This design comes from an exercise in tuning for small area on the open sky130 flow, not from production work.
In this exercise RTL edits were held to simulation tests only and were not proved equivalent to the original.
No activity file was given, so power comes from the tool's default toggle rates.

### run.sh
#!/bin/bash
# synth_recipe.tcl (not shown) runs the flow's synth.tcl, then flattens the netlist and writes it again
# the make line also repeats each setting of config.mk as NAME=value (left out here)
make -C /OpenROAD-flow-scripts/flow DESIGN_CONFIG=/design/flow/config.mk WORK_HOME=/design/flow/orfs CLKGATE_MAP_FILE= SYNTH_SCRIPT=/design/flow/synth_recipe.tcl finish
### config.mk
export PLATFORM = sky130hd
export DESIGN_NAME = sigma_codec
export DESIGN_NICKNAME = sigma_codec
export VERILOG_FILES = /design/flow/design.v
export SDC_FILE = /design/flow/constraint.sdc
export NUM_CORES = 4
export LEC_CHECK = 0
export CAP_MARGIN = 20
export CORE_MARGIN = 2
export CORE_UTILIZATION = 40
export SLEW_MARGIN = 20
### constraint.sdc
create_clock -name core_clock -period 8.0 [get_ports {clk}]
set_input_delay 1.6000 -clock core_clock [delete_from_list [all_inputs] [get_ports {clk}]]
set_output_delay 1.6000 -clock core_clock [all_outputs]
set_load 0.01 [all_outputs]
### design.v
module sigma_codec (
    input  wire        clk,
    input  wire        rst,
    input  wire        start,
    input  wire [31:0] stream_len,
    output wire        busy,
    output wire        done,
    output wire [1:0]  stop_reason,
    output wire [31:0] final_cursor,
    output wire        mem_en,
    output wire [31:0] mem_addr,
    input  wire [7:0]  mem_rdata,
    output wire        log_valid,
    input  wire        log_ready,
    output wire [1:0]  log_kind,
    output wire [1:0]  log_err,
    output wire [7:0]  log_tag,
    output wire [31:0] log_cursor,
    output wire [31:0] log_consumed,
    output wire [7:0]  log_safeload,
    output wire [7:0]  log_channel,
    output wire [31:0] log_total_len,
    output wire [7:0]  log_chip,
    output wire [31:0] log_data_len,
    output wire [15:0] log_param,
    output wire        dev_req_valid,
    input  wire        dev_req_ready,
    output wire [7:0]  dev_req_chip,
    output wire [15:0] dev_req_param,
    output wire [31:0] dev_req_len,
    input  wire        dev_rsp_valid,
    input  wire [15:0] dev_rsp_len,
    output wire        dev_rd_en,
    output wire [15:0] dev_rd_addr,
    input  wire [7:0]  dev_rd_data,
    output wire        out_valid,
    input  wire        out_ready,
    output wire [7:0]  out_data
);
    localparam [4:0] S_IDLE  = 5'd0;    
    localparam [4:0] S_CLR   = 5'd1;    
    localparam [4:0] S_TAG0  = 5'd2;    
    localparam [4:0] S_TAG1  = 5'd3;    
    localparam [4:0] S_HCHK  = 5'd4;    
    localparam [4:0] S_ZCHK  = 5'd5;    
    localparam [4:0] S_INC   = 5'd6;    
    localparam [4:0] S_FB0   = 5'd7;    
    localparam [4:0] S_FB1   = 5'd8;    
    localparam [4:0] S_FDEC  = 5'd9;    
    localparam [4:0] S_FPAD  = 5'd10;   
    localparam [4:0] S_CMP   = 5'd11;   
    localparam [4:0] S_LOGP  = 5'd12;   
    localparam [4:0] S_LOG   = 5'd13;   
    localparam [4:0] S_DREQ  = 5'd14;   
    localparam [4:0] S_ADV   = 5'd15;   
    localparam [4:0] S_DWAIT = 5'd16;   
    localparam [4:0] S_RT    = 5'd17;   
    localparam [4:0] S_HTAG  = 5'd18;   
    localparam [4:0] S_HROT  = 5'd19;   
    localparam [4:0] S_HOUT  = 5'd20;   
    localparam [4:0] S_HZ    = 5'd21;   
    localparam [4:0] S_PIDX  = 5'd22;   
    localparam [4:0] S_PRD   = 5'd23;   
    localparam [4:0] S_POUT  = 5'd24;   
    localparam [4:0] S_LOGEP = 5'd25;   
    localparam [4:0] S_LOGE  = 5'd26;
    localparam [4:0] S_FEND  = 5'd28;   
    localparam [4:0] S_FERR  = 5'd29;   
    localparam [4:0] S_FNP   = 5'd30;   
    reg [4:0]   st;
    reg [6:0]   cnt;        
    reg [3:0]   bc;         
    reg [31:0]  cur;        
    reg [31:0]  rem;        
    reg [103:0] sh;         
    reg         isw, isr;   
    reg         fl;         
    reg         md;         
    reg         cb, cc, cd;
    wire fin = (st == S_FEND) | (st == S_FERR) | (st == S_FNP);
    assign busy         = (st != S_IDLE) & ~fin;
    assign done         = fin;
    assign stop_reason  = {st == S_FNP, st == S_FERR};
    assign final_cursor = cur;
    assign mem_en   = (st == S_TAG0) | (st == S_TAG1) | (st == S_FB0) | (st == S_FB1) |
                      (st == S_LOGP) | (st == S_LOG) | (st == S_LOGEP) | (st == S_LOGE);
    assign mem_addr = cur;
    wire loge = (st == S_LOGE);
    assign log_valid     = (st == S_LOG) | loge;
    assign log_kind      = loge ? 2'd3 : isr ? 2'd0 : isw ? 2'd1 : 2'd2;
    assign log_err       = {1'b1, fl};
    assign log_tag       = mem_rdata;
    assign log_cursor    = cur;
    wire   use_tot       = (isw | isr) & ~(isr & fl);
    assign log_consumed  = {sh[87:60] & {28{use_tot}},
                            use_tot ? sh[59:56] : {isr, isr, 1'b0, ~isr}};
    assign log_safeload  = sh[103:96];
    assign log_channel   = sh[95:88];
    assign log_total_len = sh[87:56];
    assign log_chip      = sh[55:48];
    assign log_data_len  = sh[47:16];
    assign log_param     = sh[15:0];
    assign dev_req_valid = (st == S_DREQ);
    assign dev_req_chip  = sh[55:48];
    assign dev_req_param = sh[15:0];
    assign dev_req_len   = sh[47:16];
    assign dev_rd_en     = (st == S_PRD) | (st == S_POUT);
    assign dev_rd_addr   = sh[15:0];
    assign out_valid = (st == S_HTAG) | (st == S_HOUT) | (st == S_HZ) | (st == S_POUT);
    assign out_data  = (st == S_POUT) ? dev_rd_data :
                       (st == S_HOUT) ? (bc[0] ? sh[7:0] : sh[15:8]) :
                       (st == S_HTAG) ? 8'h0b : 8'h00;
    wire [4:0]  bi     = cnt[4:0];                     
    wire        b0     = (bi == 5'd0);
    wire        hi     = cnt[5];                       
    wire        k_bit  = (isw | (isr & ~fl)) ? sh[56] :
                         isr ? (bi == 5'd2 || bi == 5'd3) : b0;
    reg         cx;
    always @(*) begin
        case (st)
            S_INC:   cx = (bi == 5'd0) | (bi == 5'd3) | (bi == 5'd1 & isr) | (bi == 5'd2 & isw);
            S_FDEC:  cx = 1'b1;
            default: cx = k_bit;
        endcase
    end
    wire cc_in   = b0 ? 1'b0 : cc;
    wire cur_sum = cur[0] ^ cx ^ cc_in;
    wire cur_co  = (cur[0] & cx) | (cc_in & (cur[0] ^ cx));
    wire cur_lo  = (st == S_CLR) | (st == S_INC) | (st == S_FDEC) | (st == S_ADV);
    wire cur_hi  = cur_lo & ~((st == S_FDEC) & md);
    wire cur_in  = (st == S_CLR) ? 1'b0 : cur_sum;
    wire r       = rem[0];
    wire rem_rot = (st == S_HCHK) | (st == S_ZCHK) | (st == S_CMP) | (st == S_ADV);
    reg  xb;
    always @(*) begin
        case (st)
            S_HCHK:  xb = isw ? (bi == 5'd1 || bi == 5'd2 || bi == 5'd3) :
                          isr ? (bi == 5'd2 || bi == 5'd3) : b0;
            S_ZCHK:  xb = b0;
            default: xb = sh[56];                      
        endcase
    end
    wire cb_in   = b0 ? 1'b0 : cb;
    wire cb_bor  = (~r & xb) | (~(r ^ xb) & cb_in);
    wire c14     = (bi == 5'd1) | (bi == 5'd2) | (bi == 5'd3);
    wire s14     = sh[16] ^ c14 ^ cc_in;
    wire s14_co  = (sh[16] & c14) | (cc_in & (sh[16] ^ c14));
    wire xd      = (st == S_CMP) ? s14 : k_bit;
    wire cd_in   = b0 ? 1'b0 : cd;
    wire cd_bor  = (~r & xd) | (~(r ^ xd) & cd_in);
    wire rem_in  = (st == S_ADV) ? (r ^ xd ^ cd_in) : r;
    wire rt_pb   = sh[88] & ~cnt[4];
    wire rt_k    = (bi == 5'd0) | (bi == 5'd2) | (bi == 5'd3);
    wire rt_s    = rt_pb ^ rt_k ^ cc;
    wire rt_co   = (rt_pb & rt_k) | (cc & (rt_pb ^ rt_k));
    wire pc_in   = b0 | cc;
    wire pi_s    = md & (sh[0] ^ pc_in);
    wire pe      = (b0 | cb) & (pi_s == sh[88]);
    wire full  = (st == S_FB1) | (st == S_FPAD) | (st == S_HROT);
    wire en_p  = full | (st == S_PIDX) | ((st == S_RT) & hi);
    wire en_t  = full | (st == S_CMP) | (st == S_ADV) | ((st == S_RT) & hi);
    wire en_d  = full | (st == S_CMP) | ((st == S_RT) & ~hi);
    wire en_q  = full | (st == S_PIDX);
    wire ins   = (st == S_FB1) ? mem_rdata[cnt[2:0]] : sh[0];
    always @(posedge clk) begin
        if (st == S_IDLE || fin) begin
            if (start) rem <= stream_len;
        end else if (rem_rot) begin
            rem <= {rem_in, rem[31:1]};
        end
        if (cur_hi)
            cur[31:4] <= {cur_in, cur[31:5]};
        if (cur_lo)
            cur[3:0] <= {cur_hi ? cur[4] : cur_in, cur[3:1]};
        if (en_p)
            sh[103:88] <= {full ? ins : sh[88], sh[103:89]};
        else if (st == S_DWAIT && dev_rsp_valid)
            sh[103:88] <= dev_rsp_len;
        if (en_t)
            sh[87:56] <= {full ? sh[88] : (st == S_RT) ? rt_s : sh[56], sh[87:57]};
        if (full)
            sh[55:48] <= sh[56:49];
        if (en_d)
            sh[47:16] <= {full ? sh[48] : sh[16], sh[47:17]};
        if (en_q)
            sh[15:0] <= {full ? sh[16] : pi_s, sh[15:1]};
        cnt <= cnt + 7'd1;
        case (st)
            S_HCHK, S_ZCHK: cb <= cb_bor;
            S_CMP: begin
                cb <= cb_bor;
                cc <= s14_co;
                cd <= cd_bor;
            end
            S_ADV: begin
                cc <= cur_co;
                cd <= cd_bor;
                cb <= cb_in | k_bit;
            end
            S_INC, S_FDEC: cc <= cur_co;
            S_RT:
                if (hi) cc <= rt_co;
                else    cc <= (b0 | cc) & (sh[16] == (bi == 5'd2));
            S_PIDX: begin
                cc <= sh[0] & pc_in;
                cb <= pe;
            end
            default: ;
        endcase
        if (rst) begin
            st <= S_IDLE;
        end else begin
            case (st)
                S_IDLE, S_FEND, S_FERR, S_FNP: begin
                    if (start) begin
                        cnt <= 7'd0;
                        st  <= S_CLR;
                    end else
                        st  <= S_IDLE;
                end
                S_CLR: if (cnt == 7'd31) st <= S_TAG0;
                S_TAG0: st <= S_TAG1;
                S_TAG1: begin
                    isw <= (mem_rdata == 8'h09);
                    isr <= (mem_rdata == 8'h0a);
                    cnt <= 7'd0;
                    st  <= S_HCHK;
                end
                S_HCHK: if (cnt == 7'd31) begin
                    cnt <= 7'd0;
                    fl  <= 1'b0;
                    bc  <= 4'd0;
                    if (cb_bor)
                        st <= (isw | isr) ? S_ZCHK : S_FEND;
                    else
                        st <= (isw | isr) ? S_INC : S_LOGP;
                end
                S_ZCHK: if (cnt == 7'd31)
                    st <= cb_bor ? S_FEND : S_LOGEP;
                S_INC: if (cnt == 7'd31) st <= S_FB0;
                S_FB0: begin
                    cnt <= 7'd0;
                    st  <= S_FB1;
                end
                S_FB1: if (cnt == 7'd7) begin
                    cnt <= 7'd0;
                    bc  <= bc + 4'd1;
                    md  <= (cur[3:0] != 4'd0);
                    st  <= S_FDEC;
                end
                S_FDEC: if (cnt == (md ? 7'd3 : 7'd31)) begin
                    cnt <= 7'd0;
                    if (bc == (isw ? 4'd13 : 4'd11))
                        st <= isw ? S_CMP : S_FPAD;
                    else
                        st <= S_FB0;
                end
                S_FPAD: if (cnt == 7'd15) begin
                    cnt <= 7'd0;
                    st  <= S_CMP;
                end
                S_CMP: if (cnt == 7'd31) begin
                    if (isw) begin
                        fl <= 1'b1;
                        st <= (cb_bor | s14_co | cd_bor) ? S_LOGEP : S_LOGP;
                    end else begin
                        fl <= cb_bor;
                        st <= S_LOGP;
                    end
                end
                S_LOGP: st <= S_LOG;
                S_LOG: if (log_ready) begin
                    cnt <= 7'd0;
                    st  <= S_ADV;
                end
                S_ADV: if (cnt == 7'd31) begin
                    cnt <= 7'd0;
                    fl  <= ~(cb_in | k_bit);
                    if (isr)
                        st <= S_DREQ;
                    else
                        st <= (cb_in | k_bit) ? S_TAG0 : S_FNP;
                end
                S_DREQ: if (dev_req_ready) st <= S_DWAIT;
                S_DWAIT: if (dev_rsp_valid) begin
                    cnt <= 7'd0;
                    st  <= S_RT;
                end
                S_RT: if (cnt == 7'd63) st <= S_HTAG;
                S_HTAG: if (out_ready) begin
                    cnt <= 7'd0;
                    bc  <= 4'd0;
                    st  <= S_HROT;
                end
                S_HROT: if (cnt == ((bc == 4'd0) ? 7'd71 : (bc == 4'd11) ? 7'd7 : 7'd87))
                    st <= (bc == 4'd11) ? S_HZ : S_HOUT;
                S_HOUT: if (out_ready) begin
                    cnt <= 7'd0;
                    bc  <= bc + 4'd1;
                    if (bc[0] | (bc == 4'd10)) st <= S_HROT;
                end
                S_HZ: if (out_ready) begin
                    cnt <= 7'd0;
                    bc  <= bc + 4'd1;
                    md  <= 1'b0;
                    if (bc == 4'd12) st <= S_PIDX;
                end
                S_PIDX: if (cnt == 7'd15) begin
                    if (pe)
                        st <= fl ? S_FNP : S_TAG0;
                    else
                        st <= S_PRD;
                end
                S_PRD: st <= S_POUT;
                S_POUT: if (out_ready) begin
                    cnt <= 7'd0;
                    md  <= 1'b1;
                    st  <= S_PIDX;
                end
                S_LOGEP: st <= S_LOGE;
                S_LOGE: if (log_ready) st <= S_FERR;
                default: st <= S_IDLE;
            endcase
        end
    end
endmodule
==> metrics.md, run 1 <==
| Metric | Value |
|---|---|
| Status | no timing/DRC/antenna violations |
| Min cycle time layout | 4820 ps |
| DRC Markers | 0 |
| Synth Flop Type | edfxtp_1 |
| ANT nets after route | 0 |
| Critical path startpoint category | register |
| Pwr/cell area | 262 mW/mm² |
| RSZ-0062 raised after global routing | no |
| Sequential area share after synthesis | 54.6% |
| Area grow syn2layout | 36.9% |
| Hold-fix buffers, CTS | 0 |
| Maximum root-to-sink buffer count | 2 |
| Commonest non-fill, non-tap cells in the layout | clkdlybuf4s50_1, edfxtp_1, nor2_1 |
| Max Freq | 207 MHz |
| Inserted Diodes | 0 |
| CTS Buf Count | 17 |
| Max cap viols | 0 |
| Clk_skew | 12.2 ps |
| CTS tree | built |
| Tightest Pin Transition | 1010 ps |
| Post-place setup slack | 3430 ps |
| Vias in the first global route | 6971 |
| Final non-filler cell area | 0.0141 mm² |
| Synthesized area per cell | 11.8 µm² |
| Async set-or-reset flop fraction in the synthesized netlist | 0% |
| Hold Slack | 470 ps |
| Relative slew slack | 32.5% |
| Post-synth EDFFs | 179 |
| Hold Vio Cnt, Final | 0 |
| Total gr overflow | 0 |
| Period utilization | 60.3% |
| Synthesized flop and latch total | 191 |
| Core Rows | 58 |
| LEAKAGE | 4.90 nW |
| CTS root buffer | clkbuf_16 |
| Die width | 164 µm |
| Synthesized Nets | 959 |
| First-pass GRT wire length | 42400 µm |
| # IOs | 404 |
| Post-DP HPWL | 21500 µm |
| Mapped Cells | 875 |
| Crit path DAT | 3220 ps |
| Critical Path RT | 6400 ps |
| Clock latency (worst-skew pair) | 430 ps |
| Final wirelength | 29100 µm |
| Post-CTS resize count | 0 |
| Via/cell ratio | 5.13 |
| Initial Util | 40.8% |
| Post-DP Area | 0.0135 mm² |
| Clk pin slew, worst setup/hold paths | 70 ps |
| Average wire per cell in the routed design | 20.1 µm |
| Sink Count | 191 |
| Input/output buffers | 402 |
| Setup TNS | 0 ps |
| Commonest non-fill, non-tap cell in the layout | clkdlybuf4s50_1 |
| Worst vdd ir | 0.172 mV |
| Total GRT Usage | 20.9% |
| Final nets | 1194 |
| Setup ws final | 3180 ps |
| Die area | 0.0270 mm² |
| Kind of critical path | register to primary output |
| Via Count | 7444 |
| Layout cells sized above 1 | 8.38% |
| Tot Pwr | 3.68 mW |
| # H-tree levels | 4 |
| Worst Setup End Kind | primary output |
| Slew Limit Fails | 0 |
| Synth Warn # | 1 |
| Setup violators final | 0 |
| Pre-antenna DRT Iters | 5 |
| Largest net degree at the start of global routing | 44 |
| Cell Area, Synth | 0.0103 mm² |
| Worst hold path class | register to register |
| Die H | 164 µm |
| Placer Congestion | 0.934 |
| DRT iter0 DRCs | 553 |
| Core area | 0.0252 mm² |
| Post-CTS Setup Bufs | 0 |
| Peak fanout along the critical path | 32 |
| Antenna violations before repair | 0 |
| Synth unique cells | 78 |
-- power breakdown --
part | internal [mW] | switching, mW | leakage [nW] | total [mW]
sequential | 1.36 | 0.142 | 1.74 | 1.50
clock | 0.441 | 0.402 | 0.277 | 0.843
combinational | 0.667 | 0.668 | 2.88 | 1.34
total | 2.47 | 1.21 | 4.90 | 3.68
-- synth_stat cells, drive strengths merged, types with 4 or more instances --
master  count  area share (%)
inv        20            0.73
xnor2       7            0.60
buf       176              12
clkbuf     19            0.69
o22ai       5            0.30
nand4       4            0.24
and3       11            0.67
a21oi      37             1.8
a22oi       5            0.36
o211ai      4            0.29
mux2       51             5.6
dfxtp      12             2.3
xor2        6            0.51
fa          4            0.78
nand3      21             1.1
nor2       53             1.9
nor4        5            0.36
and2       34             2.1
nand2b     15            0.91
nor3b       5            0.52
o21ai      31             1.5
nor2b      12            0.73
o21a        5            0.36
edfxtp    179              52
nor3       14            0.73
ha          9             1.1
mux2i      15             1.5
a211oi      4            0.29
nand2      48             1.8
a31oi      10            0.75
-- metal layers --
| layer | wire (µm) | up-vias | global-route usage [%] |
|---|---|---|---|
| met4 | 448 | 0 | 5.62 |
| met1 | 11800 | 3598 | 26.5 |
| li1 | - | 3482 | - |
| met2 | 14600 | 335 | 35.5 |
| met3 | 2300 | 29 | 5.18 |
| met5 | 0 | - | 0 |
-- logic make-up (layout without fill, tap and decap cells) --
group	count (synthesis)	in the layout	share of synthesized area, %
flops	191	191	54.6
buf+inv	215	462	13.6
other cells	1	1	0.0365
xor+xnor	13	13	1.11
mux	68	68	7.48
simple gates	236	236	12.3
compound gates	138	138	8.99
fa+ha+maj	13	13	1.87
-- state kept, by name, indices dropped and copies added, names as in the netlist --
name and flops:
cd 1, cur 32, cnt 7, bc 4, st 5, rem 32, cb 1, fl 1
isw 1, isr 1, cc 1, sh 104, md 1
-- worst max-delay path: stages, from the launching register on --
cell	delay, ps
dfxtp_1	310
buf_4	320
nor2b_1	670
and2_1	450
nand2_1	210
o21ai_0	240
clkdlybuf4s50_1	580
-- metrics by stage --
step	utilization (%)	std cells
4_1_cts	55.9	1452
3_3_place_gp	53.6	1421
2_1_floorplan	-	875
5_1_grt	55.9	1452
6_report	55.9	1452
3_5_place_dp	53.6	1421
-- final cells by class --
cell class              instances  area [µm²]
well taps                     330         413
inverters                      20        75.1
clock inverters                14         149
clock buffers                  17         425
multi-input cells             469        3310
fillers                      2166       11100
flip-flops and latches        191        5620
repair buffers                411        4090
-- worst paths after layout --
path / slack, ps / to / cells after the start / start
worst min register to register: 470 / sh[74] / 0 / sh[75]
worst max-delay path: 3180 / out_data[6] / 6 / st[2]
worst max register to register: 4420 / st[0] / 12 / cnt[0]
worst min-delay path: 470 / sh[74] / 0 / sh[75]
==> run 2, diff against run 1 <==
==> flow/run.sh (new file) <==
#!/bin/bash
# Own layout flow: the standard flow (standard.sh, unchanged synthesis,
# floorplan, power grid, placement, CTS and routing), except that the port
# buffers that global placement puts on every input and output use the
# platform's smallest buffer instead of the resizer's lowest-drive pick.
set -euo pipefail
export BUFFER_PORTS_ARGS="-buffer_cell sky130_fd_sc_hd__buf_1"
bash standard.sh > standard_flow.log 2>&1
==> standard.sh (new file) <==
#!/bin/bash
# synth_recipe.tcl (not shown) runs the flow's synth.tcl, then flattens the netlist and writes it again
# the make line also repeats each setting of config.mk as NAME=value (left out here)
make -C /OpenROAD-flow-scripts/flow DESIGN_CONFIG=/design/flow/config.mk WORK_HOME=/design/flow/orfs CLKGATE_MAP_FILE= SYNTH_SCRIPT=/design/flow/synth_recipe.tcl "${@:-finish}"
removed: run.sh
==> metrics.md, run 2 <==
| Metric | Value |
|---|---|
| Status | no timing/DRC/antenna violations |
| CTS Buf Count | 17 (unchanged) |
| # H-tree levels | 4 (unchanged) |
| Inserted Diodes | 0 (unchanged) |
| Clk_skew | 14.6 ps (+2.38 ps) |
| Post-Synth Adder-Cell Area | 1.87% (unchanged) |
| Placer Congestion | 0.936 (+0.20%) |
| Crit path DAT | 2710 ps (-510 ps) |
| Clock latency (worst-skew pair) | 440 ps (about the same) |
| Max cap viols | 0 (unchanged) |
| Relative slew slack | 34.6% (+2.1 points) |
| Die width | 164 µm (unchanged) |
| Sink Count | 191 (unchanged) |
| Sequential area share after synthesis | 54.6% (unchanged) |
| # IOs | 404 (unchanged) |
| Setup TNS | 0 ps (unchanged) |
| Core area | 0.0252 mm² (unchanged) |
| ANT nets after route | 0 (unchanged) |
| Largest net degree at the start of global routing | 44 (unchanged) |
| Mapped Cells | 875 (unchanged) |
| Switch Pwr | 1.22 mW (+0.20%) |
| Largest family of logic cells by synthesized area | buffers and inverters |
| Input/output buffers | 402 (unchanged) |
| Post-CTS Setup Bufs | 0 (unchanged) |
| Largest regs | sh: 104 flops, cur: 32 flops, rem: 32 flops |
| CTS root buffer | clkbuf_16 |
| Kind of critical path | register to primary output |
| Clk pin slew, worst setup/hold paths | 70 ps (about the same) |
| Total gr overflow | 0 (unchanged) |
| Cell Area, Synth | 0.0103 mm² (unchanged) |
| Count leader, synth | edfxtp_1 |
| First-pass GRT wire length | 41000 µm (-3.2%) |
| Synthesized flop and latch total | 191 (unchanged) |
| Pre-antenna DRT Iters | 5 (unchanged) |
| Placed instance count | 1421 (unchanged) |
| Most frequent cells after synthesis | edfxtp_1, buf_4, nor2_1 |
| Critical Path RT | 6400 ps (about the same) |
| Min cycle time layout | 4310 ps (-508 ps) |
| Max Freq | 232 MHz (+12%) |
| Commonest non-fill, non-tap cell in the layout | buf_1 |
| CP bufs+invs | 2 (unchanged) |
| Post-synth EDFFs | 179 (unchanged) |
| Post-DP HPWL | 20100 µm (-6.5%) |
| R2R Setup Slk | 4540 ps (+120 ps) |
| Max incr delay on CP | 590 ps (-80 ps) |
| Synthesized area per cell | 11.8 µm² (unchanged) |
| Hold Vio Cnt, Final | 0 (unchanged) |
| Max reg flops | 104 (unchanged) |
| Leading area contributor after synthesis | edfxtp_1 |
| DRC Markers | 0 (unchanged) |
| Crit path max-delay family | simple AND/OR/NAND/NOR gates |
| R2r worst-path depth | 9 (-3) |
| LEAKAGE | 3.80 nW (-22%) |
| Pwr/cell area | 295 mW/mm² (+13%) |
| Average wire per cell in the routed design | 19.3 µm (-4.1%) |
| Maximum root-to-sink buffer count | 2 (unchanged) |
| DRT iter0 DRCs | 667 (+21%) |
| Synth unique cells | 78 (unchanged) |
| Post-CTS resize count | 0 (unchanged) |
| Die H | 164 µm (unchanged) |
| Switching Share | 35.6% (+2.7 points) |
| Top post-synthesis cells by area | edfxtp_1, buf_4, mux2_2 |
| Synth Area in Compound Gates | 8.99% (unchanged) |
| Simple-gate share of the synthesized area | 12.3% (unchanged) |
| Worst vdd ir | 0.175 mV (+1.3%) |
| Post-synthesis xor/xnor area fraction | 1.11% (unchanged) |
| Period utilization | 53.9% (-6.3 points) |
| P_int | 2.20 mW (-11%) |
| Tightest Pin Transition | 977 ps (-31.3 ps) |
| Via Count | 7464 (+0.27%) |
| Initial Util | 40.8% (unchanged) |
| Vias in the first global route | 6820 (-2.2%) |
| Comb pwr share | 31.0% (-5.3 points) |
| Sequential share of power | 44.2% (+3.4 points) |
| Synth Flop Type | edfxtp_1 |
| Slew Limit Fails | 0 (unchanged) |
| Hold-fix buffers, CTS | 0 (unchanged) |
| Biggest register | sh |
| Peak fanout along the critical path | 32 (unchanged) |
| Critical path startpoint category | register |
| Setup violators final | 0 (unchanged) |
| Commonest non-fill, non-tap cells in the layout | buf_1, edfxtp_1, nor2_1 |
| Final wirelength | 28000 µm (-4.1%) |
| Hold path depth | 0 (unchanged) |
| Fin cells | 1452 (unchanged) |
| Mux share of post-synthesis cell area | 7.48% (unchanged) |
| RSZ-0062 raised after global routing | no |
| Worst Setup End Kind | primary output |
| Share of the synthesized area in the top cell type | 52.3% (unchanged) |
| Final nets | 1194 (unchanged) |
| Synthesized Nets | 959 (unchanged) |
| Worst path slowest cell | nor2b_1 |
| Total GRT Usage | 20.2% (-0.72 points) |
| Synth Warn # | 1 (unchanged) |
| Async set-or-reset flop fraction in the synthesized netlist | 0% (unchanged) |
| Die area | 0.0270 mm² (unchanged) |
| Crit. path cell count | 6 (unchanged) |
| Clk network pwr share | 24.7% (+1.8 points) |
| CTS tree | built |
| Layout cells sized above 1 | 8.29% (-0.089 points) |
| Worst hold path class | register to register |
| Area grow syn2layout | 12.3% |
| Via/cell ratio | 5.14 (+0.27%) |
| Antenna violations before repair | 0 (unchanged) |
| Crit path cell chain | buf_4 -> nor2b_1 -> and2_1 -> nand2_1 -> o21ai_0 -> buf_1 |
| Core Rows | 58 (unchanged) |
-- run 2: cell types whose count changed in the layout (fill, tap and decap cells not counted), sizes merged --
cell,before,now
inv,27,26
buf,9,411
clkinv,4,1
clkdlybuf4s50,402,0
clkinvlp,2,4
clkbuf,17,19
-- run 2: metal layers --
metal | track usage [%] | up-vias | part of all wire, %
met2 | 33.9 | 327 | 50
met4 | 6.10 | 0 | 1.7
met3 | 2.83 | 32 | 4.9
met5 | 0 | - | 0
met1 | 27.0 | 3630 | 43
li1 | - | 3475 | -
-- run 2: worst paths after layout --
path	from	to
min	sh[78]	sh[77]
min reg2reg	sh[78]	sh[77]
max	st[2]	out_data[6]
max reg2reg	cnt[0]	rem[31]
-- run 2: stage by stage --
stage	instance area [µm²]	worst slack [ps]	hold WS, ps	power, mW	utilization (%)
3_3_place_gp	11000	4210	453	2.59	43.6
5_1_grt	11600	3520	495	3.62	45.9
6_report	11600	3690	474	3.41	45.9
4_1_cts	11600	3720	474	3.45	45.9
2_1_floorplan	10300	3590	482	2.37	-
3_5_place_dp	11000	4190	461	2.60	43.6
-- run 2: power groups by stage --
stage          combinational, mW  sequential (mW)  clock, mW
2_1_floorplan              0.857             1.51          0
4_1_cts                     1.06             1.52      0.875
3_3_place_gp                1.06             1.53          0
5_1_grt                     1.18             1.54      0.910
3_5_place_dp                1.06             1.54          0
6_report                    1.06             1.51      0.844
-- run 2: layout make-up --
| cell class | count | area [µm²] |
|---|---|---|
| fill | 2410 | 13600 |
| clock inverter | 12 | 129 |
| sequential | 191 | 5620 |
| tap | 330 | 413 |
| clock buffer | 19 | 433 |
| inverter | 20 | 75.1 |
| timing repair buffer | 411 | 1580 |
| multi-input combinational | 469 | 3310 |
-- run 2: worst reg2reg max path, cell delays in order (launching register included) --
cell and delay [ps]:
dfxtp_1 400, inv_1 120, ha_1 190, or4b_1 600, and2_1 270, fa_1 460
mux2i_1 180, fa_1 450, mux2i_1 400, a21oi_1 130
-- run 2: cells by family (layout without fill, tap and decap cells) --
kind of cell               Yosys count  after routing
and+or+nand+nor                    236            236
buffers and inverters              215            462
DFF                                191            191
AOI/OAI and AO/OA                  138            138
muxes                               68             68
adders and majority gates           13             13
xor gates and xnor gates            13             13
other                                1              1

what the ideal ports hide:
How much do the figures lean on ideal ports? The routed layouts below were timed once more, with nothing changed but the port constraints. Step 1 assumes that a clkbuf_16 drives the clock port and a buf_2 every other input. Step 2 adds t to the input delays and takes it off the output delays; t is the mean of the earliest and latest rising clock arrival at the registers after step 1. Input paths then give back, and output paths get back, about the clock's delay inside the block. Three values: ideal, step 1, step 2; two values: the first two.
| run | shift t [ns] | slack for setup (ns) | latest minus earliest clock arrival (ns) | worst slew at a driven data input, ns | pins driven straight from the clock port |
|---|---|---|---|---|---|
| run 1 | 0.475 | 3.178 / 3.129 / 3.393 | 0.016 / 0.017 | 0.06 | 1 |
| run 2 | 0.479 | 3.686 / 3.638 / 4.118 | 0.017 / 0.017 | 0.05 | 1 |
After both steps every run listed still meets setup and hold.
